Context: an optimization exercise on an open-source flow, tuned for small area. The choices shown serve that exercise and are no tape-out recipe. Function was checked by simulation only, so behaviour that the tests miss may differ from the original. Power is estimated from default activity; no workload was simulated.

==> design/flow/design.v <==
module sfc_encoder (
    input  wire [7:0]  cmd,
    input  wire [95:0] payload,    
    output reg  [7:0]  sum
);
    integer i;
    always @* begin
        sum = cmd;
        for (i = 0; i < 12; i = i + 1)
            sum = sum + payload[8*i +: 8];
    end
endmodule
module sfc_decoder (
    input  wire [7:0] typetag,
    input  wire [7:0] csum_calc,
    input  wire [7:0] f8,
    input  wire [7:0] f9,
    input  wire       fwcs_en,     
    output wire       csum_ok,
    output wire       malformed,   
    output wire       bad_csum,    
    output wire       is_data,     
    output wire       is_fw        
);
    assign csum_ok   = (csum_calc == f8);
    assign malformed = (f9 != 8'hAB);
    assign is_data   = (typetag == 8'hC0);
    assign is_fw     = (typetag == 8'hC5);
    assign bad_csum  = !csum_ok && !(is_fw && !fwcs_en);
endmodule
module sfc (
    input  wire       clk,
    input  wire       rst,           
    input  wire       host_we,
    input  wire [7:0] host_addr,
    input  wire [7:0] host_wdata,
    output reg  [7:0] host_rdata,
    output wire       tx_valid,
    output reg  [7:0] tx_data,
    input  wire       tx_ack,
    input  wire       tx_err,
    output wire       rx_ready,
    input  wire       rx_valid,
    input  wire [7:0] rx_data,
    input  wire       rx_err,
    input  wire       timeout
);
    localparam A_OP      = 8'h00, A_STATUS  = 8'h01, A_CTRL    = 8'h02,
               A_ERRCODE = 8'h03, A_RKIND   = 8'h04, A_CMD     = 8'h05,
               A_PLEN    = 8'h06, A_ARG0    = 8'h07, A_ARG1    = 8'h08,
               A_TYPETAG = 8'h09, A_CSCALC  = 8'h0A, A_CSOK    = 8'h0B,
               A_DISCLO  = 8'h0C, A_DISCHI  = 8'h0D, A_TXCNT   = 8'h0E,
               A_RXCNT   = 8'h0F, A_PAYLOAD = 8'h10, A_TXBUF   = 8'h20,
               A_RXBUF   = 8'h40, A_PM25LO  = 8'h50, A_PM25HI  = 8'h51,
               A_PM10LO  = 8'h52, A_PM10HI  = 8'h53, A_FWYEAR  = 8'h54,
               A_FWMONTH = 8'h55, A_FWDAY   = 8'h56, A_FWIDLO  = 8'h57,
               A_FWIDHI  = 8'h58;
    localparam OP_SET_MODE = 8'h02, OP_QUERY = 8'h04, OP_DEVID  = 8'h05,
               OP_SLEEP    = 8'h06, OP_FW    = 8'h07, OP_PERIOD = 8'h08,
               OP_ENCODE   = 8'h10, OP_SYNC  = 8'h11, OP_DECODE = 8'h12,
               OP_XACT     = 8'h13;
    localparam E_NONE = 3'd0, E_INVAL = 3'd1, E_TRANSPORT = 3'd2, E_MALFORMED = 3'd3,
               E_CSUM = 3'd4, E_TIMEOUT = 3'd5, E_ABORTED = 3'd6;
    localparam K_NONE = 3'd0, K_ACK = 3'd1, K_DATA = 3'd2, K_FW = 3'd3,
               K_UNKNOWN = 3'd4, K_ENCODED = 3'd5, K_FRAME = 3'd6;
    localparam P_IDLE = 2'd0, P_TX = 2'd1, P_HUNT = 2'd2, P_CAPTURE = 2'd3;
    reg [1:0]   phase;
    reg [7:0]   op_q;
    reg         done_q, err_q, collide_q;
    reg         fwcs_en_q, to_en_q;
    reg [2:0]   errcode_q, rkind_q;
    reg [7:0]   cmd_q, plen_q, arg0_q, arg1_q;
    reg [7:0]   typetag_q, csum_calc_q;
    reg         csum_ok_q;
    reg [15:0]  disc_q;
    reg [4:0]   txcnt_q;
    reg [3:0]   rxcnt_q;
    reg [95:0]  payload_q;    
    reg         txv_q;        
    reg [7:0]   txcmd_q;      
    reg [95:0]  txpay_q;      
    reg [7:0]   txcs_q;       
    reg [79:0]  rxbuf_q;      
    reg [47:0]  res_q;        
    wire busy = (phase != P_IDLE);
    integer i;
    wire wr_op     = host_we && (host_addr == A_OP);
    wire wr_status = host_we && (host_addr == A_STATUS);
    wire wr_ctrl   = host_we && (host_addr == A_CTRL);
    wire is_arg    = (host_addr >= A_CMD && host_addr <= A_ARG1) ||
                     (host_addr >= A_PAYLOAD && host_addr < A_PAYLOAD + 8'd12) ||
                     (host_addr >= A_RXBUF && host_addr < A_RXBUF + 8'd10);
    wire wr_arg    = host_we && is_arg;
    wire wr_idle   = host_we && !busy;
    wire start     = wr_op && !busy;
    wire collide   = (wr_op || wr_arg) && busy;
    wire abort     = wr_ctrl && busy && host_wdata[2];
    wire op_link   = (host_wdata == OP_SET_MODE) || (host_wdata == OP_QUERY) ||
                     (host_wdata == OP_DEVID) || (host_wdata == OP_SLEEP) ||
                     (host_wdata == OP_FW) || (host_wdata == OP_PERIOD) ||
                     (host_wdata == OP_XACT);
    wire op_enc    = (host_wdata == OP_ENCODE);
    wire op_sync   = (host_wdata == OP_SYNC);
    wire op_dec    = (host_wdata == OP_DECODE);
    reg [7:0]  enc_cmd;
    reg [95:0] enc_payload;
    reg        arg_bad;       
    always @* begin
        enc_cmd     = 8'd0;
        enc_payload = 96'd0;
        arg_bad     = 1'b0;
        if (!busy) begin
            enc_cmd = host_wdata;
            case (host_wdata)
                OP_SET_MODE: begin
                    arg_bad = (arg0_q[7:1] != 7'd0);
                    enc_payload[7:0] = 8'h01;
                    enc_payload[8]   = arg0_q[0];
                end
                OP_SLEEP: begin
                    arg_bad = (arg0_q[7:1] != 7'd0);
                    enc_payload[7:0] = 8'h01;
                    enc_payload[8]   = !arg0_q[0];
                end
                OP_PERIOD: begin
                    enc_payload[7:0]  = 8'h01;
                    enc_payload[15:8] = arg0_q;
                end
                OP_DEVID: begin
                    enc_payload[87:80] = arg0_q;
                    enc_payload[95:88] = arg1_q;
                end
                OP_ENCODE, OP_XACT: begin
                    enc_cmd = cmd_q;
                    arg_bad = (plen_q > 8'd12);
                    for (i = 0; i < 12; i = i + 1)
                        if (i < plen_q)
                            enc_payload[8*i +: 8] = payload_q[8*i +: 8];
                end
                OP_QUERY, OP_FW: ;
                default: enc_cmd = 8'd0;
            endcase
        end
    end
    wire dec_sel = busy || op_dec;
    wire [95:0] add_payload = {enc_payload[95:48],
                               enc_payload[47:0] | (rxbuf_q[63:16] & {48{dec_sel}})};
    wire [7:0] add_sum;
    sfc_encoder u_enc (
        .cmd     (enc_cmd),
        .payload (add_payload),
        .sum     (add_sum)
    );
    wire [7:0] enc_csum = add_sum - 8'd2;
    wire last_byte = (phase == P_CAPTURE) && (rxcnt_q == 4'd9);
    wire [7:0] dec_f9 = last_byte ? rx_data : rxbuf_q[79:72];
    wire dec_csum_ok, dec_malformed, dec_bad_csum, dec_is_data, dec_is_fw;
    sfc_decoder u_dec (
        .typetag   (rxbuf_q[15:8]),
        .csum_calc (add_sum),
        .f8        (rxbuf_q[71:64]),
        .f9        (dec_f9),
        .fwcs_en   (fwcs_en_q),
        .csum_ok   (dec_csum_ok),
        .malformed (dec_malformed),
        .bad_csum  (dec_bad_csum),
        .is_data   (dec_is_data),
        .is_fw     (dec_is_fw)
    );
    function [2:0] decode_kind;
        input [7:0] op;
        input       data, fw;
        begin
            case (op)
                OP_SET_MODE, OP_SLEEP, OP_PERIOD, OP_DEVID:
                    decode_kind = K_ACK;
                OP_QUERY:
                    decode_kind = data ? K_DATA : K_UNKNOWN;
                OP_FW:
                    decode_kind = fw ? K_FW : K_UNKNOWN;
                default:    
                    decode_kind = data ? K_DATA : (fw ? K_FW : K_UNKNOWN);
            endcase
        end
    endfunction
    wire in_tx   = (phase == P_TX);
    wire in_hunt = (phase == P_HUNT);
    wire in_cap  = (phase == P_CAPTURE);
    wire in_rx   = phase[1];
    wire to_ev   = timeout && to_en_q;
    wire eng_ok    = busy && !abort;
    wire tx_fail   = eng_ok && in_tx && tx_err;
    wire tx_take   = eng_ok && in_tx && !tx_err && tx_ack;
    wire rx_fail   = eng_ok && in_rx && rx_err;
    wire to_fail   = eng_ok && in_rx && !rx_err && to_ev;
    wire rx_take   = eng_ok && in_rx && !rx_err && !to_ev && rx_valid;
    wire rx_aa     = (rx_data == 8'hAA);
    wire hunt_aa   = rx_take && in_hunt && rx_aa;
    wire hunt_disc = rx_take && in_hunt && !rx_aa;
    wire cap       = rx_take && in_cap;
    wire cap_last  = cap && (rxcnt_q == 4'd9);
    wire op_q_sync = (op_q == OP_SYNC);
    wire s_link_ok = start && op_link && !arg_bad;
    wire s_enc_ok  = start && op_enc && !arg_bad;
    wire s_sync    = start && op_sync;
    wire s_dec     = start && op_dec;
    wire s_inval   = start && !s_link_ok && !s_enc_ok && !op_sync && !op_dec;
    wire encode_now = s_link_ok || s_enc_ok;
    wire dec_now    = s_dec || (cap_last && !op_q_sync);
    wire frame_done = cap_last && op_q_sync;
    wire dec_fail = dec_malformed || dec_bad_csum;
    wire [2:0] dec_kind = decode_kind(s_dec ? OP_DECODE : op_q, dec_is_data, dec_is_fw);
    reg       c_any, c_err;
    reg [2:0] c_code, c_kind;
    always @* begin
        c_any  = 1'b1;
        c_err  = 1'b1;
        c_code = E_NONE;
        c_kind = K_NONE;
        if (busy && abort)
            c_code = E_ABORTED;
        else if (tx_fail || rx_fail)
            c_code = E_TRANSPORT;
        else if (to_fail)
            c_code = E_TIMEOUT;
        else if (s_inval)
            c_code = E_INVAL;
        else if (dec_now && dec_malformed)
            c_code = E_MALFORMED;
        else if (dec_now && dec_bad_csum)
            c_code = E_CSUM;
        else begin
            c_err = 1'b0;
            if (dec_now)
                c_kind = dec_kind;
            else if (s_enc_ok)
                c_kind = K_ENCODED;
            else if (frame_done)
                c_kind = K_FRAME;
            else
                c_any = 1'b0;
        end
    end
    always @(posedge clk)
        if (rst || start || c_any) begin
            done_q    <= !rst && c_any;
            err_q     <= !rst && c_any && c_err;
            errcode_q <= rst ? E_NONE : c_code;
            rkind_q   <= rst ? K_NONE : c_kind;
        end
    always @(posedge clk)
        if (rst || (busy && c_any))
            phase <= P_IDLE;
        else if (s_link_ok)
            phase <= P_TX;
        else if (s_sync || (tx_take && txcnt_q == 5'd18))
            phase <= P_HUNT;
        else if (hunt_aa)
            phase <= P_CAPTURE;
    always @(posedge clk)
        if (rst || start)
            txcnt_q <= 5'd0;
        else if (tx_take)
            txcnt_q <= txcnt_q + 5'd1;
    always @(posedge clk)
        if (rst || start)
            rxcnt_q <= 4'd0;
        else if (hunt_aa)
            rxcnt_q <= 4'd1;
        else if (cap)
            rxcnt_q <= rxcnt_q + 4'd1;
    always @(posedge clk)
        if (rst || start)
            disc_q <= 16'd0;
        else if (hunt_disc && disc_q != 16'hFFFF)
            disc_q <= disc_q + 16'd1;
    always @(posedge clk)
        if (rst)
            collide_q <= 1'b0;
        else if (collide)
            collide_q <= 1'b1;
        else if (wr_status && host_wdata[3])
            collide_q <= 1'b0;
    always @(posedge clk)
        if (rst || (wr_ctrl && !busy)) begin
            fwcs_en_q <= rst || host_wdata[0];
            to_en_q   <= !rst && host_wdata[1];
        end
    wire [7:0] wd = host_wdata & {8{!rst}};
    always @(posedge clk) if (rst || start) op_q <= wd;
    always @(posedge clk) if (rst || (wr_idle && host_addr == A_CMD))  cmd_q  <= wd;
    always @(posedge clk) if (rst || (wr_idle && host_addr == A_PLEN)) plen_q <= wd;
    always @(posedge clk) if (rst || (wr_idle && host_addr == A_ARG0)) arg0_q <= wd;
    always @(posedge clk) if (rst || (wr_idle && host_addr == A_ARG1)) arg1_q <= wd;
    genvar g;
    generate
        for (g = 0; g < 12; g = g + 1) begin : g_pay
            always @(posedge clk)
                if (rst || (wr_idle && host_addr == A_PAYLOAD + g))
                    payload_q[8*g +: 8] <= wd;
        end
    endgenerate
    wire       rx_clr = rst || s_link_ok || s_sync;
    wire [7:0] rx_d0  = {8{!rx_clr}} & (busy ? 8'hAA : host_wdata);
    wire [7:0] rx_dn  = {8{!rx_clr}} & (busy ? rx_data : host_wdata);
    always @(posedge clk)
        if (rx_clr || (wr_idle && host_addr == A_RXBUF) || hunt_aa)
            rxbuf_q[7:0] <= rx_d0;
    generate
        for (g = 1; g < 10; g = g + 1) begin : g_rx
            always @(posedge clk)
                if (rx_clr || (wr_idle && host_addr == A_RXBUF + g) ||
                    (cap && rxcnt_q == g))
                    rxbuf_q[8*g +: 8] <= rx_dn;
        end
    endgenerate
    always @(posedge clk) if (rst || encode_now) txv_q <= !rst;
    always @(posedge clk)
        if (encode_now) begin
            txcmd_q <= enc_cmd;
            txpay_q <= enc_payload;
            txcs_q  <= enc_csum;
        end
    always @(posedge clk)
        if (dec_now) begin
            typetag_q   <= rxbuf_q[15:8];
            csum_calc_q <= add_sum;
            csum_ok_q   <= dec_csum_ok;
            res_q       <= rxbuf_q[63:16];
        end
    assign tx_valid = (phase == P_TX);
    assign rx_ready = phase[1];
    function [7:0] txbyte;
        input [4:0] idx;
        begin
            case (idx)
                5'd0:  txbyte = 8'hAA;
                5'd1:  txbyte = 8'hB4;
                5'd2:  txbyte = txcmd_q;
                5'd15: txbyte = 8'hFF;
                5'd16: txbyte = 8'hFF;
                5'd17: txbyte = txcs_q;
                5'd18: txbyte = 8'hAB;
                default: txbyte = txpay_q[8*(idx - 5'd3) +: 8];
            endcase
        end
    endfunction
    always @* tx_data = txbyte(txcnt_q);
    wire rep_v = (rkind_q == K_ACK) || (rkind_q == K_DATA) || (rkind_q == K_FW) ||
                 (rkind_q == K_UNKNOWN) || (errcode_q == E_MALFORMED) ||
                 (errcode_q == E_CSUM);
    wire rk_data = (rkind_q == K_DATA);
    wire rk_fw   = (rkind_q == K_FW);
    wire [127:0] blk0 = {
        {4'd0, rxcnt_q}, {3'd0, txcnt_q}, disc_q[15:8], disc_q[7:0],
        {7'd0, rep_v && csum_ok_q}, csum_calc_q & {8{rep_v}}, typetag_q & {8{rep_v}},
        arg1_q, arg0_q, plen_q, cmd_q, {5'd0, rkind_q}, {5'd0, errcode_q},
        {6'd0, to_en_q, fwcs_en_q}, {4'd0, collide_q, err_q, done_q, busy}, op_q};
    wire [127:0] blk1 = {32'd0, payload_q};
    wire [255:0] blk2 = {104'd0, 8'hAB, txcs_q, 8'hFF, 8'hFF, txpay_q, txcmd_q, 8'hB4, 8'hAA};
    wire [127:0] blk4 = {48'd0, rxbuf_q};
    wire [47:0]  rd = res_q & {48{rk_fw}};
    wire [127:0] blk5 = {56'd0, rd[47:40], rd[39:32], rd[31:24], rd[23:16], rd[15:8],
                         res_q[31:0] & {32{rk_data}}};
    wire [7:0] r0 = blk0[8*host_addr[3:0] +: 8];
    wire [7:0] r1 = blk1[8*host_addr[3:0] +: 8];
    wire [7:0] r2 = blk2[8*host_addr[4:0] +: 8];
    wire [7:0] r4 = blk4[8*host_addr[3:0] +: 8];
    wire [7:0] r5 = blk5[8*host_addr[3:0] +: 8];
    always @* begin
        case (host_addr[7:4])
            4'h0:      host_rdata = r0;
            4'h1:      host_rdata = r1;
            4'h2, 4'h3: host_rdata = txv_q ? r2 : 8'h00;
            4'h4:      host_rdata = r4;
            4'h5:      host_rdata = r5;
            default:   host_rdata = 8'h00;
        endcase
    end
endmodule
==> design/flow/run.sh <==
#!/bin/bash
# synth_recipe.tcl (not shown) runs the flow's synth.tcl, then flattens the netlist and writes it again
# the make line also repeats each setting of config.mk as NAME=value (left out here)
make -C /OpenROAD-flow-scripts/flow DESIGN_CONFIG=/design/flow/config.mk WORK_HOME=/design/flow/orfs CLKGATE_MAP_FILE= SYNTH_SCRIPT=/design/flow/synth_recipe.tcl finish
==> design/flow/config.mk <==
export PLATFORM = sky130hd
export DESIGN_NAME = sfc
export DESIGN_NICKNAME = sfc
export VERILOG_FILES = /design/flow/design.v
export SDC_FILE = /design/flow/constraint.sdc
export NUM_CORES = 4
export LEC_CHECK = 0
export CAP_MARGIN = 20
export CORE_MARGIN = 2
export CORE_UTILIZATION = 40
export CTS_BUF_LIST = sky130_fd_sc_hd__clkbuf_16
export CTS_CLUSTER_DIAMETER = 80
export CTS_CLUSTER_SIZE = 25
export SLEW_MARGIN = 20
==> design/flow/constraint.sdc <==
create_clock -name core_clock -period 12.0 [get_ports {clk}]
set_input_delay 2.4000 -clock core_clock [delete_from_list [all_inputs] [get_ports {clk}]]
set_output_delay 2.4000 -clock core_clock [all_outputs]
set_load 0.01 [all_outputs]
==> impl_metrics.tcl, run 1 <==
set metrics [dict create \
    grt_first_pass_wirelength_um 141000 \
    final.setup.tns_ps 0 \
    drtPass1Iterations 9 \
    outcome "complete, no violations" \
    cts_buffer_depth 3 \
    numPortBuffers 49 \
    syn_to_final_growth_pct 10.8 \
    synth_edf_count 404 \
    slew_headroom_pct 15.1 \
    setup_ws_ps 1700 \
    drive_gt1_share_pct 10.9 \
    synth_ff_type "edfxtp_1" \
    cts_buffers 26 \
    cts_sinks 432 \
    placed_area_um2 25100 \
    postCtsSetupRepairBufs 0 \
    critical_path_arrival_ps 10650 \
    async_reset_ff_share_pct 0 \
    ctsHoldBuffers 0 \
    p_total_mw 3.05 \
    critPathCaptureType "flip-flop" \
    root_buffer "clkbuf_16" \
    period_share_pct 85.8 \
    fillers 5236 \
    yosysSeqAreaShare_pct 54.1 \
    via_per_inst 6.81 \
    synth_fp_nets 2094 \
    p_leak_nw 9.18 \
    vdd_ir_drop_max_mv 0.111 \
    cp.required_ps 12350 \
    rr_startpoint "phase[1]" \
    yosys_warnings 2 \
    die-area_um2 60600 \
    remaining_drc_errors 0 \
    drt_iter0_drc 3913 \
    fin_nets 2113 \
    wire_per_inst_um 36.6 \
    startpoint "host_wdata[4]" \
    finish.utilization_pct 45.0 \
    worstMarginPinSlew_ps 1270 \
    crit_fanout 12 \
    rsz0062_at_grt "false" \
    antenna_left 0 \
    vias 18900 \
    worst-setup-path-type "in2reg" \
    synth_area_per_cell_um2 11.9 \
    clock_latency_ps 610 \
    finalHoldViolCount 0 \
    core-area_um2 57800 \
    grt_max_degree 85 \
    boundaryPins 50 \
    synth_seq_cells 432 \
    cts_resized 0 \
    overflow 0 \
    dp_slack_ps 1170 \
    netlist.area_leader.share_pct 51.7 \
    clk_pin_slew_ps 100 \
    antenna_found_initial 7 \
    hold_path.startpoint "rxbuf_q[41]" \
    fmax_mhz 97.1 \
    synth.area.top_cells "edfxtp_1 52%, fa_1 5.9%, mux4_2 3.1%" \
    rows 88 \
    syn_inst 1972 \
    initial_utilization_pct 40.6 \
    syn-cell-area_um2 23500 \
    die_h_um 246 \
    finalSetupViolCount 0 \
    cts-htree-levels 1 \
    yosysTopAreaCell "edfxtp_1" \
    routabilityCongestion 1.03 \
    die_w_um 246 \
    synth_cell_type_count 87 \
    power_density_nw_per_um2 117 \
    reg2reg_setup_slack_ps 3740 \
    hp-class "reg2reg" \
    finalCriticalPeriod_ps 10300 \
    finalClockSkew_ps 26.1 \
    drv_cap 0 \
    track_usage_pct 33.4 \
    maxSlewViolCount 0 \
    finalWirelength_um 102000 \
    worst_setup_path_start_kind "input port" \
    fin_area_um2 26000 \
    dp_hpwl_um 75100 \
    grt_pass1_vias 17700 \
    cts_tree "built" \
]
==> stage by stage <==
stage	hold slack, ps	instances
floorplan	441	1972
global placement	473	2726
detailed placement	487	2727
CTS	494	2773
global route	504	2774
finish	505	2775
==> cell families (layout without fill, tap and decap cells) <==
logic type	count (synthesis)	count (layout)	share of synthesized area, %
adders and majority gates	90	90	7.00
xor gates and xnor gates	58	58	2.44
AOI/OAI and AO/OA	501	501	15.5
other	0	1	0
DFF	432	432	54.1
muxes	62	62	4.45
buffers and inverters	242	279	3.94
and+or+nand+nor	587	587	12.6
==> critical path: stages <==
cell             delay, ps
clkdlybuf4s50_1        660
or3b_4                 470
or4_4                  690
nor3_1                 810
nand2_1                240
fa_1                   580
inv_1                   50
fa_1                   480
fa_1                   540
fa_1                   540
inv_1                   50
fa_1                   590
inv_1                   60
ha_1                   300
a211oi_1               220
o21bai_1               110
a21oi_1                260
xnor2_1                190
xnor2_1                150
xnor3_1                460
xnor3_2                320
a21oi_2                100
o311a_1                340
==> registers in the layout (all words and copies together), names as in the netlist, 3 cells and up <==
register,cells
res_q,48
txcs_q,8
arg0_q,8
payload_q,96
txcmd_q,8
rxbuf_q,80
rxcnt_q,4
arg1_q,8
typetag_q,8
errcode_q,3
txcnt_q,5
plen_q,8
rkind_q,3
csum_calc_q,8
disc_q,16
txpay_q,96
cmd_q,8
op_q,8
==> synth_stat cells, drive strengths merged, types with 18 or more instances <==
library cell and number:
nand3 47, inv 116, nand2b 18, a221oi 33
nand2 164, fa 69, ha 21, nor4 19
a21o 35, edfxtp 404, o21ai 70, dfxtp 28
nor2b 19, xnor2 31, xor2 23, mux4 32
and2 42, and3 33, buf 18, clkbuf 106
nor3 41, o221ai 19, a21oi 97, o22ai 32
a211oi 18, or3 34, nor2 116, a221o 40
mux2 18, a22oi 27
==> path summary, 6_finish.rpt <==
check              end  cells after the start
min reg2reg  res_q[25]                      0
max              err_q                     23
min          res_q[25]                      0
max reg2reg      err_q                     23
==> where the power goes <==
part           internal (mW)  switching, mW  total, mW
combinational         0.0832          0.203      0.286
sequential              1.70         0.0551       1.75
clock                  0.435          0.577       1.01
total                   2.21          0.835       3.05
==> metal layers <==
layer,GRT usage [%],up-vias,share of wire [%]
li1,-,7575,-
met1,46.9,9499,38
met2,49.2,1580,43
met3,8.94,248,14
met4,13.1,0,5.0
met5,0,-,0
==> layout by cell type (no fill, tap or decap), drive strengths merged, types with 32 or more instances in the layout <==
cell,instances
inv,122
clkdlybuf4s50,46
nor2,116
fa,69
edfxtp,404
or3,34
a21oi,97
buf,69
a221o,40
nor3,41
a221oi,33
and2,42
o21ai,70
nand3,47
nand2,164
a21o,35
o22ai,32
and3,33
mux4,32
==> area by class of cell <==
cell class	instances	area, um^2	area share, %
Clock inverter	19	193	0.741
Clock buffer	27	676	2.60
Sequential cell	432	12700	48.8
Timing Repair Buffer	115	1000	3.86
Inverter	118	443	1.70
Antenna cell	1	2.50	0.00963
Multi-Input combinational cell	1298	10000	38.6
Tap cell	765	957	3.68
==> inputs of run 2 (changes only) <==
==> design/flow/flow/run.sh (new file) <==
#!/bin/bash
# Own layout flow: the standard ORFS flow (same make targets, config.mk,
# SDC and synth_recipe.tcl) with these changes:
#  1. Synthesis maps the combinational logic for area: Yosys's synth skips
#     its quick ABC pre-mapping in the "fine" stage (so full adders are
#     extracted from the $macc mapping without polarity inverters), and the
#     final ABC call runs flow/area.abc instead of ORFS's delay script.
#     Every other synthesis step, and so every register, is unchanged.
#  2. Port buffers are sky130_fd_sc_hd__buf_1 (every port still gets one).
#  3. CTS clusters 25 flip-flops per clkbuf_16 and adds no dummy loads.
# Each tool's output goes to a log of its own in this folder (make.log,
# write_def.log); ORFS also keeps its per-step logs under orfs/logs/.
set -euo pipefail
W=$(pwd)
export MY_ABC_SCRIPT="$W/flow/area.abc"
export BUFFER_PORTS_ARGS="-buffer_cell sky130_fd_sc_hd__buf_1"
export CTS_ARGS="-sink_clustering_enable -repair_clock_nets -sink_clustering_size 25 -sink_clustering_max_diameter 80 -buf_list sky130_fd_sc_hd__clkbuf_16 -dont_use_dummy_load"

cat > "$W/own_synth.tcl" <<EOF
source {$W/synth_recipe_head.tcl}
proc abc {args} {
  set i [lsearch -exact \$args -script]
  if {\$i >= 0} { set args [lreplace \$args [expr {\$i + 1}] [expr {\$i + 1}] \$::env(MY_ABC_SCRIPT)] }
  yosys abc {*}\$args
}
source {$W/synth_recipe_rest.tcl}
EOF
# synth_recipe.tcl's first line defines synth (with -nofsm -noshare); keep it
# and add -noabc to the "fine:" run.
head -n 1 "$W/synth_recipe.tcl" > "$W/synth_recipe_head.tcl"
cat >> "$W/synth_recipe_head.tcl" <<'EOF'
rename synth synth_recipe_proc
proc synth {args} {
  if {[lsearch -exact $args fine:] >= 0} { lappend args -noabc }
  synth_recipe_proc {*}$args
}
EOF
tail -n +2 "$W/synth_recipe.tcl" > "$W/synth_recipe_rest.tcl"

make -C "$FLOW_HOME" DESIGN_CONFIG="$W/config.mk" WORK_HOME="$W/orfs" CLKGATE_MAP_FILE= \
  SYNTH_SCRIPT="$W/own_synth.tcl" finish > "$W/make.log" 2>&1

R="$W/orfs/results/sky130hd/sfc/base"
: # left out here: write the final layout as DEF
==> design/flow/flow/area.abc (new file) <==
strash
ifraig
dc2
strash
&get -n
&st
&syn3
&dch -f
&nf -R 1000 -p
&st
&syn2
&dch -f
&nf -R 1000 -p
&st
&syn3
&dch -f
&nf -R 1000 -p
&put
==> design/flow/standard.sh (new file) <==
#!/bin/bash
# synth_recipe.tcl (not shown) runs the flow's synth.tcl, then flattens the netlist and writes it again
# the make line also repeats each setting of config.mk as NAME=value (left out here)
make -C /OpenROAD-flow-scripts/flow DESIGN_CONFIG=/design/flow/config.mk WORK_HOME=/design/flow/orfs CLKGATE_MAP_FILE= SYNTH_SCRIPT=/design/flow/synth_recipe.tcl "${@:-finish}"
--- a/design/flow/config.mk
+++ b/design/flow/config.mk
@@ -10,5 +10,2 @@
 export CORE_UTILIZATION = 40
-export CTS_BUF_LIST = sky130_fd_sc_hd__clkbuf_16
-export CTS_CLUSTER_DIAMETER = 80
-export CTS_CLUSTER_SIZE = 25
 export SLEW_MARGIN = 20
removed: design/flow/run.sh
==> run 2 against run 1 <==
- critical path depth rose by 7
- final cell count is 11% lower
- final area down 8.6%
- still clean on timing, DRC and antenna
- register-to-register slack lost 760 ps
- first-iteration DRC count decreased by 4.2%
==> impl_metrics.tcl, run 2 <==
set metrics [dict create \
    antenna_found_initial 3 \
    synthTopCellsByCount "404 x edfxtp_1, 141 x nand2_1, 100 x nor2_1, 79 x a21oi_1, 69 x fa_1" \
    fin_area_um2 23800 \
    mostFrequentLayoutCell "edfxtp_1" \
    crit_fanout 11 \
    p_leak_nw 8.25 \
    numPortBuffers 49 \
    core-area_um2 53600 \
    worstMarginPinSlew_ps 1300 \
    postCtsSetupRepairBufs 0 \
    finalCriticalPeriod_ps 10540 \
    die_h_um 237 \
    placed_area_um2 23100 \
    async_reset_ff_share_pct 0 \
    antenna_left 0 \
    cts_buffer_depth 3 \
    biggestRegsByFlops "payload_q x96, txpay_q x96, rxbuf_q x80" \
    yosys_warnings 2 \
    fmax_mhz 94.9 \
    critPathCaptureType "flip-flop" \
    worst_setup_path_start_kind "input port" \
    period_share_pct 87.8 \
    routabilityCongestion 0.995 \
    finalHoldViolCount 0 \
    p_switching_mw 0.703 \
    seqPwrFrac_pct 61.8 \
    dp_hpwl_um 66300 \
    drt_iter0_drc 3749 \
    netlist.area_leader.share_pct 56.1 \
    cts-htree-levels 1 \
    synth_fp_nets 1762 \
    synthAdderAreaFrac_pct 7.78 \
    rows 85 \
    finalClockSkew_ps 49.8 \
    finalWirelength_um 88600 \
    synth_compound_gate_area_share_pct 15.8 \
    clock_latency_ps 590 \
    clkPwrFrac_pct 30.2 \
    synth-xor-area-share_pct 2.07 \
    synth_cell_type_count 57 \
    worst-setup-path-type "in2reg" \
    wire_per_inst_um 36.1 \
    rsz0062_at_grt "false" \
    p_total_mw 2.81 \
    root_buffer "clkbuf_16" \
    rr_startpoint "plen_q[7]" \
    yosysTopAreaCell "edfxtp_1" \
    boundaryPins 50 \
    final.setup.tns_ps 0 \
    syn-cell-area_um2 21600 \
    die_w_um 237 \
    cp.required_ps 12430 \
    grt_first_pass_wirelength_um 124000 \
    maxSlewViolCount 0 \
    overflow 0 \
    die-area_um2 55900 \
    synth-simple-area-share_pct 11.8 \
    yosysSeqAreaShare_pct 58.7 \
    hold_path.startpoint "rxbuf_q[62]" \
    grt_max_degree 83 \
    outcome "complete, no violations" \
    muxShareOfSynthArea_pct 3.38 \
    startpoint "host_wdata[0]" \
    synth_ff_type "edfxtp_1" \
    synth_top_family_by_area "compound AO/OA/AOI/OAI gates" \
    syn_inst 1637 \
    power.internal_mw 2.11 \
    final_cell_mix "404 x edfxtp_1, 137 x nand2_1, 98 x nor2_1" \
    drive_gt1_share_pct 6.53 \
    fin_nets 1889 \
    synth_seq_cells 432 \
    cts_tree "built" \
    power.share.switching_pct 25.0 \
    grt_pass1_vias 16100 \
    slowest_delay_ps 700 \
    power_density_nw_per_um2 118 \
    syn_to_final_growth_pct 9.94 \
    setup_ws_ps 1460 \
    clk_pin_slew_ps 90 \
    critical_path_arrival_ps 10970 \
    combPwrFrac_pct 8.0 \
    finalSetupViolCount 0 \
    vias 16900 \
    drv_cap 0 \
    slew_headroom_pct 13.0 \
    cts_buffers 24 \
    ctsHoldBuffers 0 \
    synth_area_per_cell_um2 13.2 \
    synth_edf_count 404 \
    initial_utilization_pct 40.3 \
    hp-class "reg2reg" \
    timing.critical_path.mode_cell "fa_1" \
    via_per_inst 6.88 \
    cts_sinks 432 \
    remaining_drc_errors 0 \
    cp_slowest_cell "nor2b_1" \
    yosysMostFrequentCell "edfxtp_1" \
    track_usage_pct 31.3 \
    fillers 4927 \
    finish.utilization_pct 44.4 \
    dp_slack_ps 1090 \
    cts_resized 0 \
    drtPass1Iterations 11 \
    synth.area.top_cells "edfxtp_1 56%, fa_1 6.4%, a222oi_1 3.1%" \
    vdd_ir_drop_max_mv 0.0832 \
]
[run 2: changes by cell type after synthesis, sizes merged, moves of 18 or more]
cell / previous run / this run
buf: 18 / 0
a22o: 12 / 38
a222oi: 12 / 66
inv: 116 / 0
o22ai: 32 / 58
clkbuf: 106 / 0
a221o: 40 / 2
a21oi: 97 / 79
clkinv: 2 / 29
and2: 42 / 67
or3: 34 / 5
mux2: 18 / 0
a221oi: 33 / 11
nand2: 164 / 141
[run 2: cell families (layout without fill, tap and decap cells)]
kind of cell | count (synthesis) | after routing
simple gates | 513 | 513
compound gates | 476 | 476
flops | 432 | 432
fa+ha+maj | 93 | 93
xor+xnor | 51 | 51
mux | 43 | 43
buf+inv | 29 | 154
other cells | 0 | 1
[run 2: per-stage QoR]
| stage | hold slack [ps] | std cells |
|---|---|---|
| floorplan | 451 | 1637 |
| global placement | 475 | 2433 |
| detailed placement | 481 | 2433 |
| CTS | 485 | 2457 |
| global route | 496 | 2458 |
| finish | 484 | 2459 |
[run 2: power by group through the flow]
| stage | combinational [mW] | sequential, mW | clock, mW |
|---|---|---|---|
| final | 0.225 | 1.74 | 0.848 |
| after global routing | 0.231 | 1.74 | 0.895 |
| after CTS | 0.214 | 1.73 | 0.848 |
| after detailed placement | 0.214 | 1.77 | 0 |
| after global placement | 0.214 | 1.77 | 0 |
| after floorplan | 0.108 | 1.74 | 0 |
[run 2: final cells by class]
cell class	instances	area, um^2	share of cell area (%)
clock buffer	24	601	2.53
tap	696	871	3.66
sequential	432	12700	53.4
inverter	29	109	0.458
antenna	1	2.50	0.0105
timing repair buffer	101	607	2.55
multi-input combinational	1176	8890	37.4
[run 2: critical path: cells and delay by family]
family                     cells  cell delay (ps)
AOI/OAI and AO/OA              7             1430
and+or+nand+nor               10             2740
xor gates and xnor gates       5              960
buffers and inverters          2              550
adders and majority gates      6             2860
[run 2: path summary, 6_finish.rpt]
check | to | slack, ps | cells after the start
worst max-delay path | rkind_q[1] | 1460 | 30
worst max register to register | rkind_q[1] | 2980 | 26
worst min register to register | res_q[46] | 480 | 0
worst min-delay path | res_q[46] | 480 | 0
[run 2: per-layer routing]
| metal | share of wire, % | GRT usage [%] |
|---|---|---|
| met1 | 39 | 43.6 |
| met2 | 42 | 45.9 |
| met3 | 15 | 10.1 |
| met4 | 4.2 | 11.5 |
| met5 | 0.034 | 0 |
==> inputs of run 3 (changes only) <==
==> design/flow/flow/run.sh (replaced) <==
#!/bin/bash
# Own layout flow: the standard ORFS flow (same make targets, config.mk,
# SDC and synth_recipe.tcl) with these changes:
#  1. Synthesis maps the combinational logic for area: Yosys's synth skips
#     its quick ABC pre-mapping in the "fine" stage (so full adders are
#     extracted from the $macc mapping without polarity inverters), and the
#     final ABC call runs flow/area.abc instead of ORFS's delay script.
#     Every other synthesis step is unchanged, so the registers are the
#     standard synthesis's; the standard synthesis is run first and each
#     register gets the exact name it has there (without the pre-mapping
#     Yosys can record an enable's polarity differently in the name suffix).
#  2. Port buffers are sky130_fd_sc_hd__buf_1 (every port still gets one).
#  3. CTS clusters 25 flip-flops per clkbuf_16 and adds no dummy loads.
# Each tool's output goes to a log of its own in this folder (std_synth.log,
# std_regs.log, make.log, write_def.log); ORFS keeps its per-step logs under
# orfs/logs/ (orfs_std/logs/ for the standard synthesis).
set -euo pipefail
W=$(pwd)
R="$W/orfs/results/sky130hd/sfc/base"

# Standard synthesis, for the register names.
bash "$W/standard.sh" synth > "$W/std_synth.log" 2>&1
yosys -q -p "read_verilog $R/1_2_yosys.v; hierarchy -top $FLOW_TOP; select -write $W/std_regs.txt t:sky130_fd_sc_hd__*df*" > "$W/std_regs.log" 2>&1
mv "$W/orfs" "$W/orfs_std"

export MY_ABC_SCRIPT="$W/flow/area.abc"
export MY_STD_REGS="$W/std_regs.txt"
export BUFFER_PORTS_ARGS="-buffer_cell sky130_fd_sc_hd__buf_1"
export CTS_ARGS="-sink_clustering_enable -repair_clock_nets -sink_clustering_size 25 -sink_clustering_max_diameter 80 -buf_list sky130_fd_sc_hd__clkbuf_16 -dont_use_dummy_load"

# synth_recipe.tcl's first line defines synth (with -nofsm -noshare); keep it
# and add -noabc to the "fine:" run.
head -n 1 "$W/synth_recipe.tcl" > "$W/own_synth.tcl"
tail -n +2 "$W/synth_recipe.tcl" > "$W/synth_recipe_rest.tcl"
cat >> "$W/own_synth.tcl" <<EOF
rename synth synth_recipe_proc
proc synth {args} {
  if {[lsearch -exact \$args fine:] >= 0} { lappend args -noabc }
  synth_recipe_proc {*}\$args
}
proc abc {args} {
  set i [lsearch -exact \$args -script]
  if {\$i >= 0} { set args [lreplace \$args [expr {\$i + 1}] [expr {\$i + 1}] \$::env(MY_ABC_SCRIPT)] }
  yosys abc {*}\$args
}
source {$W/synth_recipe_rest.tcl}
source {$W/flow/std_names.tcl}
EOF

make -C "$FLOW_HOME" DESIGN_CONFIG="$W/config.mk" WORK_HOME="$W/orfs" CLKGATE_MAP_FILE= \
  SYNTH_SCRIPT="$W/own_synth.tcl" finish > "$W/make.log" 2>&1

: # left out here: write the final layout as DEF
==> design/flow/flow/std_names.tcl (new file) <==
# Give each register the name the standard synthesis gave it: same register
# (same name up to Yosys's "$_..." cell-type suffix), same cell type.
set top $::env(DESIGN_NAME)
set std [dict create]
set f [open $::env(MY_STD_REGS) r]
foreach l [split [read $f] "\n"] {
  if {$l eq ""} continue
  set n [string range $l [expr {[string first / $l] + 1}] end]
  dict set std [regsub {\$_[A-Z0-9_]+$} $n ""] $n
}
close $f
yosys cd $top
yosys select -write $::env(RESULTS_DIR)/own_regs.txt t:sky130_fd_sc_hd__*df*
set f [open $::env(RESULTS_DIR)/own_regs.txt r]
set renamed 0
foreach l [split [read $f] "\n"] {
  if {$l eq ""} continue
  set n [string range $l [expr {[string first / $l] + 1}] end]
  set b [regsub {\$_[A-Z0-9_]+$} $n ""]
  if {[dict exists $std $b] && [dict get $std $b] ne $n} {
    yosys rename $n [dict get $std $b]
    incr renamed
  }
}
close $f
yosys cd ..
puts "std_names: renamed $renamed registers"
# left out here: write 1_2_yosys.v
==> run 3 against run 2 <==
- first-iteration DRC count stayed put
- flip-flop and latch count stayed put
- sequential share of layout area is the same
- count of clock-buffer cells in the layout unchanged
- critical path depth is the same
- via count unchanged
- clock power about the same
- largest power group unchanged
- register-to-register slack about the same
- still clean on timing, DRC and antenna
- sequential power about the same
==> impl_metrics.tcl, run 3 <==
set metrics [dict create \
    rows 85 \
    p_leak_nw 8.25 \
    timing.critical_path.mode_cell "fa_1" \
    final_cell_mix "404 x edfxtp_1, 137 x nand2_1, 98 x nor2_1" \
    root_buffer "clkbuf_16" \
    clock_latency_ps 590 \
    finalCriticalPeriod_ps 10540 \
    routabilityCongestion 0.995 \
    via_per_inst 6.88 \
    yosys_warnings 2 \
    postCtsSetupRepairBufs 0 \
    die_h_um 237 \
    cts-htree-levels 1 \
    fmax_mhz 94.9 \
    cts_sinks 432 \
    die-area_um2 55900 \
    syn_inst 1637 \
    remaining_drc_errors 0 \
    synth_area_per_cell_um2 13.2 \
    track_usage_pct 31.3 \
    period_share_pct 87.8 \
    slowest_delay_ps 700 \
    grt_max_degree 83 \
    cp.required_ps 12430 \
    yosysTopAreaCell "edfxtp_1" \
    drt_iter0_drc 3749 \
    outcome "complete, no violations" \
    synth_seq_cells 432 \
    synthTopCellsByCount "404 x edfxtp_1, 141 x nand2_1, 100 x nor2_1, 79 x a21oi_1, 69 x fa_1" \
    antenna_left 0 \
    worst-setup-path-type "in2reg" \
    rsz0062_at_grt "false" \
    worst_setup_path_start_kind "input port" \
    critPathCaptureType "flip-flop" \
    die_w_um 237 \
    wire_per_inst_um 36.1 \
    finalClockSkew_ps 49.8 \
    synth.area.top_cells "edfxtp_1 56%, fa_1 6.4%, a222oi_1 3.1%" \
    finalSetupViolCount 0 \
    power_density_nw_per_um2 118 \
    vdd_ir_drop_max_mv 0.0832 \
    critical_path_arrival_ps 10970 \
    drtPass1Iterations 11 \
    synth_cell_type_count 57 \
    core-area_um2 53600 \
    vias 16900 \
    numPortBuffers 49 \
    worst_hold_slack_ps 484 \
    synth_fp_nets 1762 \
    cp_slowest_cell "nor2b_1" \
    yosysMostFrequentCell "edfxtp_1" \
    cts_tree "built" \
    fin_nets 1889 \
    async_reset_ff_share_pct 0 \
    worstMarginPinSlew_ps 1300 \
    final.setup.tns_ps 0 \
    drv_cap 0 \
    cts_buffers 24 \
    yosysSeqAreaShare_pct 58.7 \
    boundaryPins 50 \
    grt_first_pass_wirelength_um 124000 \
    biggestRegsByFlops "payload_q x96, txpay_q x96, rxbuf_q x80" \
    maxSlewViolCount 0 \
    cts_buffer_depth 3 \
    finalHoldViolCount 0 \
    cts_resized 0 \
    path_buf_inv 2 \
    grt_pass1_vias 16100 \
    syn_to_final_growth_pct 9.94 \
    crit_fanout 11 \
    netlist.area_leader.share_pct 56.1 \
    overflow 0 \
    initial_utilization_pct 40.3 \
    synth_ff_type "edfxtp_1" \
    slew_headroom_pct 13.0 \
    hp-class "reg2reg" \
    drive_gt1_share_pct 6.53 \
    ctsHoldBuffers 0 \
    synth_edf_count 404 \
    antenna_found_initial 3 \
    dp_hpwl_um 66300 \
    path_delay_family "adder cells" \
    clk_pin_slew_ps 90 \
    mostFrequentLayoutCell "edfxtp_1" \
    syn-cell-area_um2 21600 \
    finalWirelength_um 88600 \
]
## run 3: cell counts after synthesis
No cell type changed its count.
## run 3: report_power, final
group | internal [mW] | switching (mW)
logic | 0.0591 | 0.166
clock network | 0.357 | 0.491
registers | 1.69 | 0.0462
total | 2.11 | 0.703
## run 3: path summary, 6_finish.rpt
kind                      start         end  slack [ps]  cells after the start
setup / recovery  host_wdata[0]  rkind_q[1]        1460                     30
hold reg to reg     rxbuf_q[62]   res_q[46]         480                      0
hold / removal      rxbuf_q[62]   res_q[46]         480                      0
setup reg to reg      plen_q[7]  rkind_q[1]        2980                     26
## run 3: routing by layer
layer	vias to the layer above	global-route usage, %	share of wire, %
li1	6820	-	-
met1	8441	43.6	39
met3	226	10.1	15
met5	-	0	0.034
met4	4	11.5	4.2
met2	1437	45.9	42
## run 3: area by class of cell
cell class | instances | area, um^2
timing repair buffer | 101 | 607
sequential | 432 | 12700
multi-input combinational | 1176 | 8890
tap | 696 | 871
antenna | 1 | 2.50
fill | 4927 | 29800
clock buffer | 24 | 601
inverter | 29 | 109
## run 3: logic make-up after synthesis
group | share of synthesized area, %
buffers and inverters | 0.503
xor gates and xnor gates | 2.07
adders and majority gates | 7.78
DFF | 58.7
and+or+nand+nor | 11.8
AOI/OAI and AO/OA | 15.8
muxes | 3.38
## run 3: metrics by stage
step                      cells  power (mW)  util, %  instance area (um^2)  setup WS (ps)
after detailed placement   2433        1.98     43.2                 23100           1090
after global routing       2458        2.86     44.3                 23800           1060
after global placement     2433        1.98     43.2                 23100           1270
after CTS                  2457        2.80     44.3                 23700           1690
final                      2459        2.81     44.4                 23800           1460
after floorplan            1637        1.85        -                 21600            546
==> inputs of run 4 (changes only) <==
--- a/design/flow/design.v
+++ b/design/flow/design.v
@@ -332,18 +332,10 @@
     assign rx_ready = phase[1];
-    function [7:0] txbyte;
-        input [4:0] idx;
-        begin
-            case (idx)
-                5'd0:  txbyte = 8'hAA;
-                5'd1:  txbyte = 8'hB4;
-                5'd2:  txbyte = txcmd_q;
-                5'd15: txbyte = 8'hFF;
-                5'd16: txbyte = 8'hFF;
-                5'd17: txbyte = txcs_q;
-                5'd18: txbyte = 8'hAB;
-                default: txbyte = txpay_q[8*(idx - 5'd3) +: 8];
-            endcase
-        end
-    endfunction
-    always @* tx_data = txbyte(txcnt_q);
+    wire [151:0] txframe = {8'hAB, txcs_q, 8'hFF, 8'hFF, txpay_q, txcmd_q, 8'hB4, 8'hAA};
+    integer t;
+    always @* begin
+        tx_data = 8'h00;
+        for (t = 0; t < 19; t = t + 1)
+            if (txcnt_q == t)
+                tx_data = tx_data | txframe[8*t +: 8];
+    end
     wire rep_v = (rkind_q == K_ACK) || (rkind_q == K_DATA) || (rkind_q == K_FW) ||
@@ -364,17 +356,24 @@
                          res_q[31:0] & {32{rk_data}}};
-    wire [7:0] r0 = blk0[8*host_addr[3:0] +: 8];
-    wire [7:0] r1 = blk1[8*host_addr[3:0] +: 8];
-    wire [7:0] r2 = blk2[8*host_addr[4:0] +: 8];
-    wire [7:0] r4 = blk4[8*host_addr[3:0] +: 8];
-    wire [7:0] r5 = blk5[8*host_addr[3:0] +: 8];
+    wire [15:0] lo_sel, hi_sel;
+    genvar gi;
+    generate
+        for (gi = 0; gi < 16; gi = gi + 1) begin : g_dec
+            assign lo_sel[gi] = (host_addr[3:0] == gi);
+            assign hi_sel[gi] = (host_addr[7:4] == gi);
+        end
+    endgenerate
+    reg [7:0] rmux;
+    integer k;
     always @* begin
-        case (host_addr[7:4])
-            4'h0:      host_rdata = r0;
-            4'h1:      host_rdata = r1;
-            4'h2, 4'h3: host_rdata = txv_q ? r2 : 8'h00;
-            4'h4:      host_rdata = r4;
-            4'h5:      host_rdata = r5;
-            default:   host_rdata = 8'h00;
-        endcase
+        rmux = 8'h00;
+        for (k = 0; k < 16; k = k + 1) begin
+            rmux = rmux | (blk0[8*k +: 8] & {8{hi_sel[0] & lo_sel[k]}});
+            rmux = rmux | (blk1[8*k +: 8] & {8{hi_sel[1] & lo_sel[k]}});
+            rmux = rmux | (blk2[8*k +: 8] & {8{txv_q & hi_sel[2] & lo_sel[k]}});
+            rmux = rmux | (blk2[128 + 8*k +: 8] & {8{txv_q & hi_sel[3] & lo_sel[k]}});
+            rmux = rmux | (blk4[8*k +: 8] & {8{hi_sel[4] & lo_sel[k]}});
+            rmux = rmux | (blk5[8*k +: 8] & {8{hi_sel[5] & lo_sel[k]}});
+        end
     end
+    always @* host_rdata = rmux;
 endmodule
==> run 4 against run 3 <==
- wire length rose by 32%
- critical endpoint is now rkind_q[0]
- first-iteration DRC count increased by 1.2%
- sequential share of layout area grew 0.73 points
- final area is 1.4% lower
- count of clock-buffer cells in the layout increased by 7
- total power rose by 2.9%
- register-to-register slack worse by 640 ps
- synthesized cell count shrank 3.2%
- via count is 3.6% higher
- maximum frequency shrank 1.2%
==> impl_metrics.tcl, run 4 <==
set metrics [dict create \
    finalSetupViolCount 0 \
    rsz0062_at_grt "false" \
    maxSlewViolCount 0 \
    core-area_um2 51500 \
    rows 83 \
    clkPwrFrac_pct 34.4 \
    placed_area_um2 22700 \
    final.setup.tns_ps 0 \
    drt_iter0_drc 3795 \
    boundaryPins 50 \
    seqPwrFrac_pct 60.5 \
    antenna_found_initial 11 \
    finalWirelength_um 117000 \
    synth_fp_nets 1709 \
    syn_to_final_growth_pct 12.1 \
    vias 17500 \
    yosysTopAreaCell "edfxtp_1" \
    die-area_um2 54200 \
    yosysMostFrequentCell "edfxtp_1" \
    combPwrFrac_pct 5.1 \
    power.share.switching_pct 24.7 \
    drive_gt1_share_pct 8.36 \
    cts-htree-levels 1 \
    yosysSeqAreaShare_pct 60.7 \
    worstMarginPinSlew_ps 1240 \
    critical_path_arrival_ps 11130 \
    hp-class "reg2reg" \
    numPortBuffers 49 \
    slew_headroom_pct 17.2 \
    vdd_ir_drop_max_mv 0.123 \
    power.internal_mw 2.18 \
    crit_fanout 9 \
    seq_area_um2 12700 \
    syn_inst 1584 \
    worst-setup-path-type "in2reg" \
    outcome "complete, no violations" \
    worst_hold_slack_ps 481 \
    synth.area.top_cells "edfxtp_1 58%, fa_1 6.6%, a222oi_1 3.3%" \
    period_share_pct 88.9 \
    grt_pass1_vias 16400 \
    synth_area_per_cell_um2 13.2 \
    fillers 4754 \
    fin_area_um2 23500 \
    track_usage_pct 43.3 \
    grt_first_pass_wirelength_um 153000 \
    power_density_nw_per_um2 123 \
    die_w_um 233 \
    finalClockSkew_ps 68.7 \
    cts_buffer_depth 3 \
    synth_seq_cells 432 \
    overflow 0 \
    synth_edf_count 404 \
    cts_resized 0 \
    cts_buffers 31 \
    antenna_left 0 \
    dp_hpwl_um 89400 \
    cts_tree "built" \
    postCtsSetupRepairBufs 0 \
    worst_setup_path_start_kind "input port" \
    cts_sinks 432 \
    initial_utilization_pct 40.6 \
    die_h_um 233 \
    synth_cell_type_count 51 \
    fin_nets 1861 \
    wire_per_inst_um 48.5 \
    p_switching_mw 0.713 \
    finalCriticalPeriod_ps 10670 \
    syn-cell-area_um2 20900 \
    synthTopCellsByCount "404 x edfxtp_1, 145 x nor2_1, 139 x nand2_1, 69 x a222oi_1, 69 x fa_1" \
    drv_cap 0 \
    finalHoldViolCount 0 \
    cp.required_ps 12460 \
    mostFrequentLayoutCell "edfxtp_1" \
    multi_input_area_um2 8290 \
    p_leak_nw 8.41 \
    async_reset_ff_share_pct 0 \
    clk_pin_slew_ps 70 \
    synth_ff_type "edfxtp_1" \
    critPathCaptureType "flip-flop" \
    netlist.area_leader.share_pct 58.0 \
    biggestRegsByFlops "payload_q x96, txpay_q x96, rxbuf_q x80" \
    routabilityCongestion 1.03 \
    grt_max_degree 114 \
    drtPass1Iterations 7 \
    ctsHoldBuffers 0 \
    remaining_drc_errors 0 \
    p_total_mw 2.89 \
    final_cell_mix "404 x edfxtp_1, 139 x nand2_1, 116 x nor2_1" \
    fmax_mhz 93.7 \
    via_per_inst 7.25 \
    clock_latency_ps 640 \
    yosys_warnings 2 \
    root_buffer "clkbuf_16" \
]
-- run 4: changes by cell type in the layout (fill, tap and decap cells not counted), moves of 25 or more --
cell / before / now
nand4_1: 14 / 42
o21ai_0: 66 / 22
a22oi_1: 14 / 68
o22ai_1: 57 / 1
a221oi_1: 11 / 36
nor2_2: 2 / 29
a21oi_1: 79 / 49
-- run 4: area by class of cell --
class | instances | share of cell area (%)
timing repair buffer | 119 | 3.13
inverter | 26 | 0.416
clock buffer | 31 | 3.31
tap | 680 | 3.63
sequential | 432 | 54.1
multi-input combinational | 1126 | 35.4
antenna | 3 | 0.0320
-- run 4: path summary, 6_finish.rpt --
check	start	end	slack (ps)	depth (start not counted)
hold / removal	rxbuf_q[34]	res_q[18]	480	0
setup / recovery	host_wdata[6]	rkind_q[0]	1330	25
setup reg to reg	plen_q[4]	rkind_q[0]	2340	24
hold reg to reg	rxbuf_q[34]	res_q[18]	480	0
-- run 4: routing by layer --
layer | up-vias | GRT usage, % | share of wire (%)
met5 | - | 0 | 0.061
met4 | 10 | 18.5 | 5.1
met3 | 265 | 15.4 | 15
met2 | 1651 | 60.7 | 41
met1 | 8982 | 60.5 | 39
li1 | 6621 | - | -
-- run 4: power groups by stage --
stage,Clock [mW],Combinational [mW],Sequential (mW)
after global placement,0,0.140,1.78
after CTS,0.985,0.141,1.74
after detailed placement,0,0.140,1.78
after floorplan,0,0.0637,1.74
final,0.994,0.147,1.75
after global routing,1.03,0.150,1.75
-- run 4: cells by family (layout without fill, tap and decap cells) --
family / count (synthesis) / count (layout) / synth area share, %
compound gates: 393 / 393 / 14.8
flops: 432 / 432 / 60.7
fa+ha+maj: 93 / 93 / 8.04
buf+inv: 26 / 176 / 0.466
simple gates: 584 / 584 / 13.7
mux: 3 / 3 / 0.144
xor+xnor: 53 / 53 / 2.22
other cells: 0 / 3 / 0
-- run 4: stage by stage --
step	util, %	cells	setup slack (ps)
floorplan	-	1584	1170
global placement	44.0	2383	1320
detailed placement	44.0	2383	1030
CTS	45.5	2414	1650
global route	45.5	2414	1180
finish	45.5	2417	1330
-- run 4: worst max-delay path, stage by stage --
cell and delay [ps]:
buf_1 90, nor3_1 290, nand3_1 340, nor2b_1 290
nand2_1 180, nor2_1 960, buf_4 330, and3_1 220
fa_1 460, fa_1 560, fa_1 450, fa_1 550
fa_1 430, ha_1 230, fa_1 700, xor2_1 140
nor4_1 590, nand3_1 430, a211oi_1 270, o21ai_0 330
clkinv_1 180, nor2_1 80, nor4_1 270, nand2_1 150
a21oi_1 190
==> inputs of run 5 (changes only) <==
--- a/design/flow/config.mk
+++ b/design/flow/config.mk
@@ -9,3 +9,3 @@
 export CORE_MARGIN = 2
-export CORE_UTILIZATION = 40
+export CORE_UTILIZATION = 60
 export SLEW_MARGIN = 20
==> run 5 against run 4 <==
- combinational power shrank 6%
- count of clock-buffer cells in the layout shrank 8
- die area fell by 33%
- via count up 4.2%
- first-iteration DRC count grew 32%
- global-route usage grew 12 points
- flip-flop and latch count unchanged
- largest power group unchanged
==> impl_metrics.tcl, run 5 <==
set metrics [dict create \
    critPathCaptureType "flip-flop" \
    synth_ff_type "edfxtp_1" \
    die-area_um2 36400 \
    boundaryPins 50 \
    core-area_um2 34500 \
    synth_edf_count 404 \
    routabilityCongestion 1.16 \
    seqPwrFrac_pct 64.3 \
    rsz0062_at_grt "false" \
    critical_path_arrival_ps 11100 \
    finalHoldViolCount 0 \
    grt_first_pass_wirelength_um 134000 \
    finalCriticalPeriod_ps 10780 \
    cp_slowest_cell "a21oi_1" \
    worst_hold_slack_ps 495 \
    antenna_left 0 \
    remaining_drc_errors 0 \
    mostFrequentLayoutCell "edfxtp_1" \
    finalWirelength_um 101000 \
    cts_sinks 432 \
    syn-cell-area_um2 20900 \
    wire_per_inst_um 46.2 \
    dp_hpwl_um 75900 \
    slowest_delay_ps 1010 \
    synth_fp_nets 1709 \
    synth.area.top_cells "edfxtp_1 58%, fa_1 6.6%, a222oi_1 3.3%" \
    power_density_nw_per_um2 119 \
    fin_area_um2 22900 \
    worst-setup-path-type "in2reg" \
    yosysTopAreaCell "edfxtp_1" \
    grt_max_degree 77 \
    synth_area_per_cell_um2 13.2 \
    cts_buffers 23 \
    crit_fanout 9 \
    outcome "complete, no violations" \
    final_cell_mix "404 x edfxtp_1, 139 x nand2_1, 129 x nor2_1" \
    initial_utilization_pct 60.7 \
    synth_cell_type_count 51 \
    die_w_um 191 \
    clkPwrFrac_pct 30.6 \
    drv_cap 0 \
    syn_to_final_growth_pct 9.35 \
    vias 18300 \
    cp.required_ps 12320 \
    timing.critical_path.mode_cell "fa_1" \
    root_buffer "clkbuf_16" \
    synth_seq_cells 432 \
    cts_tree "built" \
    drt_iter0_drc 5010 \
    numPortBuffers 49 \
    slew_headroom_pct 11.5 \
    die_h_um 191 \
    setup_ws_ps 1220 \
    synthTopCellsByCount "404 x edfxtp_1, 145 x nor2_1, 139 x nand2_1, 69 x a222oi_1, 69 x fa_1" \
    postCtsSetupRepairBufs 0 \
    combPwrFrac_pct 5.1 \
    hp-class "reg2reg" \
    yosys_warnings 2 \
    ctsHoldBuffers 0 \
    biggestRegsByFlops "payload_q x96, txpay_q x96, rxbuf_q x80" \
    via_per_inst 8.36 \
    netlist.area_leader.share_pct 58.0 \
    vdd_ir_drop_max_mv 0.164 \
    p_leak_nw 8.27 \
    power.internal_mw 2.06 \
    placed_area_um2 22300 \
    async_reset_ff_share_pct 0 \
    antenna_found_initial 7 \
    clock_latency_ps 610 \
    finalClockSkew_ps 53.5 \
    yosysMostFrequentCell "edfxtp_1" \
    track_usage_pct 55.6 \
    fmax_mhz 92.7 \
    path_buf_inv 2 \
    clk_pin_slew_ps 110 \
    period_share_pct 89.9 \
    fin_nets 1846 \
    drtPass1Iterations 12 \
    final.setup.tns_ps 0 \
    cts-htree-levels 1 \
    power.share.switching_pct 24.0 \
    cts_buffer_depth 3 \
    worstMarginPinSlew_ps 1330 \
    drive_gt1_share_pct 6.52 \
    syn_inst 1584 \
    maxSlewViolCount 0 \
    worst_setup_path_start_kind "input port" \
    cts_resized 0 \
    finalSetupViolCount 0 \
    path_delay_family "adder cells" \
    overflow 0 \
    p_switching_mw 0.653 \
    grt_pass1_vias 16500 \
    yosysSeqAreaShare_pct 60.7 \
    rows 68 \
    dp_slack_ps 998 \
]
==> run 5: cell counts after synthesis <==
No cell type changed its count.
==> run 5: cell type report <==
cell class                      instances  area [um^2]
Antenna cell                           12         30.0
Clock buffer                           23          576
Fill cell                            2518        11600
Inverter                               26         97.6
Multi-Input combinational cell       1126         8240
Sequential cell                       432        12700
Tap cell                              455          569
Timing Repair Buffer                  112          674
==> run 5: worst paths after layout <==
check / from / end / slack (ps) / cells after the start
max: host_wdata[6] / rkind_q[0] / 1220 / 28
min: collide_q / collide_q / 500 / 2
max reg2reg: plen_q[4] / rkind_q[0] / 2630 / 27
min reg2reg: collide_q / collide_q / 500 / 2
==> run 5: per-layer routing <==
| metal | up-vias | global-route usage [%] | share of wire (%) |
|---|---|---|---|
| met1 | 8686 | 70.3 | 33 |
| li1 | 6601 | - | - |
| met3 | 590 | 34.2 | 21 |
| met4 | 8 | 32.5 | 8.5 |
| met5 | - | 4.53 | 0.24 |
| met2 | 2387 | 71.8 | 37 |
==> run 5: stage by stage <==
step	utilization (%)	power, mW	instances
2_1_floorplan	-	1.80	1584
3_3_place_gp	64.5	1.90	2149
3_5_place_dp	64.6	1.90	2150
4_1_cts	66.3	2.67	2173
5_1_grt	66.3	2.73	2174
6_report	66.4	2.72	2186
==> run 5: power groups by stage <==
stage | Sequential [mW] | Combinational (mW) | Clock [mW]
global placement | 1.77 | 0.124 | 0
CTS | 1.74 | 0.127 | 0.803
floorplan | 1.74 | 0.0637 | 0
global route | 1.74 | 0.138 | 0.853
detailed placement | 1.77 | 0.127 | 0
finish | 1.75 | 0.138 | 0.833
==> run 5: logic make-up (layout without fill, tap and decap cells) <==
kind of cell,Yosys count,count (layout),share of synthesized area (%)
AND/OR/NAND/NOR,584,584,13.7
flip-flops,432,432,60.7
AO/OA/AOI/OAI,393,393,14.8
adder cells (fa/ha/maj),93,93,8.04
XOR/XNOR,53,53,2.22
buffers and inverters,26,161,0.466
multiplexers,3,3,0.144
other,0,12,0
==> run 5: worst reg2reg max path: cells and delay by family (launching register included) <==
| kind | cells | cell delay [ps] |
|---|---|---|
| buf+inv | 1 | 260 |
| compound gates | 8 | 2170 |
| flops | 1 | 490 |
| fa+ha+maj | 6 | 2730 |
| simple gates | 8 | 2640 |
| xor+xnor | 4 | 810 |
==> inputs of run 6 (changes only) <==
--- a/design/flow/flow/run.sh
+++ b/design/flow/flow/run.sh
@@ -13,2 +13,4 @@
 #  3. CTS clusters 25 flip-flops per clkbuf_16 and adds no dummy loads.
+#  4. After global routing, ORFS's power recovery (RECOVER_POWER) downsizes
+#     gates on paths with positive slack.
 # Each tool's output goes to a log of its own in this folder (std_synth.log,
@@ -28,2 +30,3 @@
 export BUFFER_PORTS_ARGS="-buffer_cell sky130_fd_sc_hd__buf_1"
+export RECOVER_POWER=100
 export CTS_ARGS="-sink_clustering_enable -repair_clock_nets -sink_clustering_size 25 -sink_clustering_max_diameter 80 -buf_list sky130_fd_sc_hd__clkbuf_16 -dont_use_dummy_load"
--- a/design/flow/config.mk
+++ b/design/flow/config.mk
@@ -9,3 +9,3 @@
 export CORE_MARGIN = 2
-export CORE_UTILIZATION = 60
+export CORE_UTILIZATION = 40
 export SLEW_MARGIN = 20
==> run 6 against run 5 <==
- hold slack got worse by 13 ps
- register-to-register slack got worse by 290 ps
- die area rose by 49%
- synthesized cell count did not move
- utilization fell by 21 points
- largest cell class unchanged
- sequential share of layout area fell by 1.1 points
- non-clock buffer count rose by 7
- now fails the layout checks on max-capacitance violations, max-slew violations
- highest routed layer unchanged
- sequential power barely moved
- flip-flop and latch count did not move
==> impl_metrics.tcl, run 6 <==
set metrics [dict create \
    rows 83 \
    hp-class "reg2reg" \
    timing.critical_path.mode_cell "fa_1" \
    drtPass1Iterations 8 \
    antenna_found_initial 11 \
    top_layer_used "met5" \
    synth_ff_type "edfxtp_1" \
    final.setup.tns_ps 0 \
    numPortBuffers 49 \
    async_reset_ff_share_pct 0 \
    die_h_um 233 \
    cts-htree-levels 1 \
    cts_resized 0 \
    routabilityCongestion 1.03 \
    cp_slowest_cell "nor2_1" \
    antenna_left 0 \
    boundaryPins 50 \
    wl_met1_um 45900 \
    synth_fp_nets 1709 \
    mostFrequentLayoutCell "edfxtp_1" \
    die-area_um2 54200 \
    finalClockSkew_ps 59.3 \
    overflow 0 \
    finalWirelength_um 117000 \
    synth_cell_type_count 51 \
    drv_cap 10 \
    period_share_pct 90.5 \
    slew_headroom_pct -146 \
    wire_per_inst_um 48.5 \
    cts_sinks 432 \
    cp.required_ps 12460 \
    vdd_ir_drop_max_mv 0.122 \
    worst_hold_slack_ps 482 \
    clock_latency_ps 640 \
    fillers 4769 \
    placedCellCount 2383 \
    outcome "finished with violations" \
    synthTopCellsByCount "404 x edfxtp_1, 145 x nor2_1, 139 x nand2_1, 69 x a222oi_1, 69 x fa_1" \
    yosysMostFrequentCell "edfxtp_1" \
    critical_path_arrival_ps 11320 \
    final_cells 2418 \
    dp_slack_ps 1030 \
    syn-cell-area_um2 20900 \
    grt_max_degree 114 \
    die_w_um 233 \
    initial_utilization_pct 40.6 \
    vias 17400 \
    cts_tree "built" \
    finish.utilization_pct 45.3 \
    synth_area_per_cell_um2 13.2 \
    via_per_inst 7.21 \
    drt_iter0_drc 3700 \
    core-area_um2 51500 \
    yosysSeqAreaShare_pct 60.7 \
    cts_buffer_depth 3 \
    slowest_delay_ps 960 \
    ctsHoldBuffers 0 \
    rsz0062_at_grt "false" \
    worstMarginPinSlew_ps 3680 \
    track_usage_pct 43.3 \
    fmax_mhz 92.1 \
    biggestRegsByFlops "payload_q x96, txpay_q x96, rxbuf_q x80" \
    worst_setup_path_start_kind "input port" \
    remaining_drc_errors 0 \
    final_cell_mix "404 x edfxtp_1, 139 x nand2_1, 117 x nor2_1" \
    wl_met2_um 47800 \
    root_buffer "clkbuf_16" \
    critPathCaptureType "flip-flop" \
    setup_ws_ps 1140 \
    clk_pin_slew_ps 70 \
    violatedChecks "max-capacitance violations, max-slew violations" \
    finalSetupViolCount 0 \
    synth.area.top_cells "edfxtp_1 58%, fa_1 6.6%, a222oi_1 3.3%" \
    p_total_mw 2.89 \
    p_leak_nw 8.32 \
    multi_input_area_um2 8260 \
    yosys_warnings 2 \
    fin_area_um2 23300 \
    grt_pass1_vias 16400 \
    placed_area_um2 22700 \
    crit_fanout 9 \
    synth_edf_count 404 \
    netlist.area_leader.share_pct 58.0 \
    synth_seq_cells 432 \
    fin_nets 1861 \
    finalHoldViolCount 0 \
    syn_to_final_growth_pct 11.5 \
    dp_hpwl_um 89400 \
    maxSlewViolCount 304 \
    worst-setup-path-type "in2reg" \
    grt_first_pass_wirelength_um 153000 \
    power_density_nw_per_um2 124 \
    wl_met3_um 17300 \
    finalCriticalPeriod_ps 10860 \
    cts_buffers 31 \
    syn_inst 1584 \
    seq_area_um2 12700 \
    postCtsSetupRepairBufs 0 \
    yosysTopAreaCell "edfxtp_1" \
    drive_gt1_share_pct 6.86 \
]
-- run 6: final timing paths --
kind	cells past startpoint	end	from	slack, ps
min	0	res_q[18]	rxbuf_q[34]	480
max reg2reg	24	rkind_q[0]	plen_q[4]	2340
max	25	rkind_q[0]	host_wdata[6]	1140
min reg2reg	0	res_q[18]	rxbuf_q[34]	480
-- run 6: critical path, delay by kind of cell --
family	cells	cell delay [ps]
compound gates	3	780
xor+xnor	1	140
fa+ha+maj	7	3380
buf+inv	3	700
simple gates	11	3900
-- run 6: layout make-up --
| type | count | area share, % |
|---|---|---|
| flip-flops and latches | 432 | 54.4 |
| multi-input cells | 1126 | 35.4 |
| well taps | 680 | 3.65 |
| clock buffers | 31 | 3.32 |
| repair buffers | 119 | 2.79 |
| inverters | 26 | 0.418 |
| diodes | 4 | 0.0429 |
-- run 6: power breakdown --
part	leakage (nW)	internal, mW	total [mW]	switching [mW]
clock	0.382	0.454	0.997	0.543
combinational	4.00	0.0302	0.144	0.114
sequential	3.94	1.69	1.75	0.0575
-- run 6: cell families (layout without fill, tap and decap cells) --
| group | after synthesis | count (layout) | share of synthesized area [%] |
|---|---|---|---|
| AOI/OAI and AO/OA | 393 | 393 | 14.8 |
| xor gates and xnor gates | 53 | 53 | 2.22 |
| adders and majority gates | 93 | 93 | 8.04 |
| buffers and inverters | 26 | 176 | 0.466 |
| DFF | 432 | 432 | 60.7 |
| muxes | 3 | 3 | 0.144 |
| other | 0 | 4 | 0 |
| and+or+nand+nor | 584 | 584 | 13.7 |
-- run 6: routing by layer --
layer / global-route usage [%] / vias to the layer above
met4: 18.5 / 10
met3: 15.4 / 270
met5: 0 / -
li1: - / 6628
met2: 60.7 / 1599
met1: 60.5 / 8932

[re-timing with driven ports]
Ports are ideal in the flow. The routed layouts listed here were re-timed in OpenROAD.
Step 1 sets driving cells, clkbuf_16 on the clock port and buf_2 on the other inputs (assumed; they add their load-dependent delay and slew).
Step 2 times the ports against the registers' clock, not the clock port: input delays grow and output delays shrink by t, the midpoint of the rising clock arrivals with the driver on.
Slacks: no drivers / after step 1 / after step 2; pairs: no drivers / after step 1.
| run | t (ns) | setup WS [ns] | worst data-port slew with drivers (ns) |
|---|---|---|---|
| run 1 | 0.652 | 1.701 / 1.727 / 1.075 | 0.03 |
| run 2 | 0.623 | 1.459 / 1.458 / 0.835 | 0.09 |
| run 3 | 0.623 | 1.459 / 1.458 / 0.835 | 0.09 |
| run 4 | 0.661 | 1.331 / 1.365 / 0.703 | 0.08 |
| run 5 | 0.637 | 1.216 / 1.255 / 0.618 | 0.04 |
| run 6 | 0.664 | 1.138 / 1.171 / 0.507 | 0.08 |
The setup slack of run 6, which loses most, moves by +0.033 ns with the drivers and by -0.631 ns with both steps.
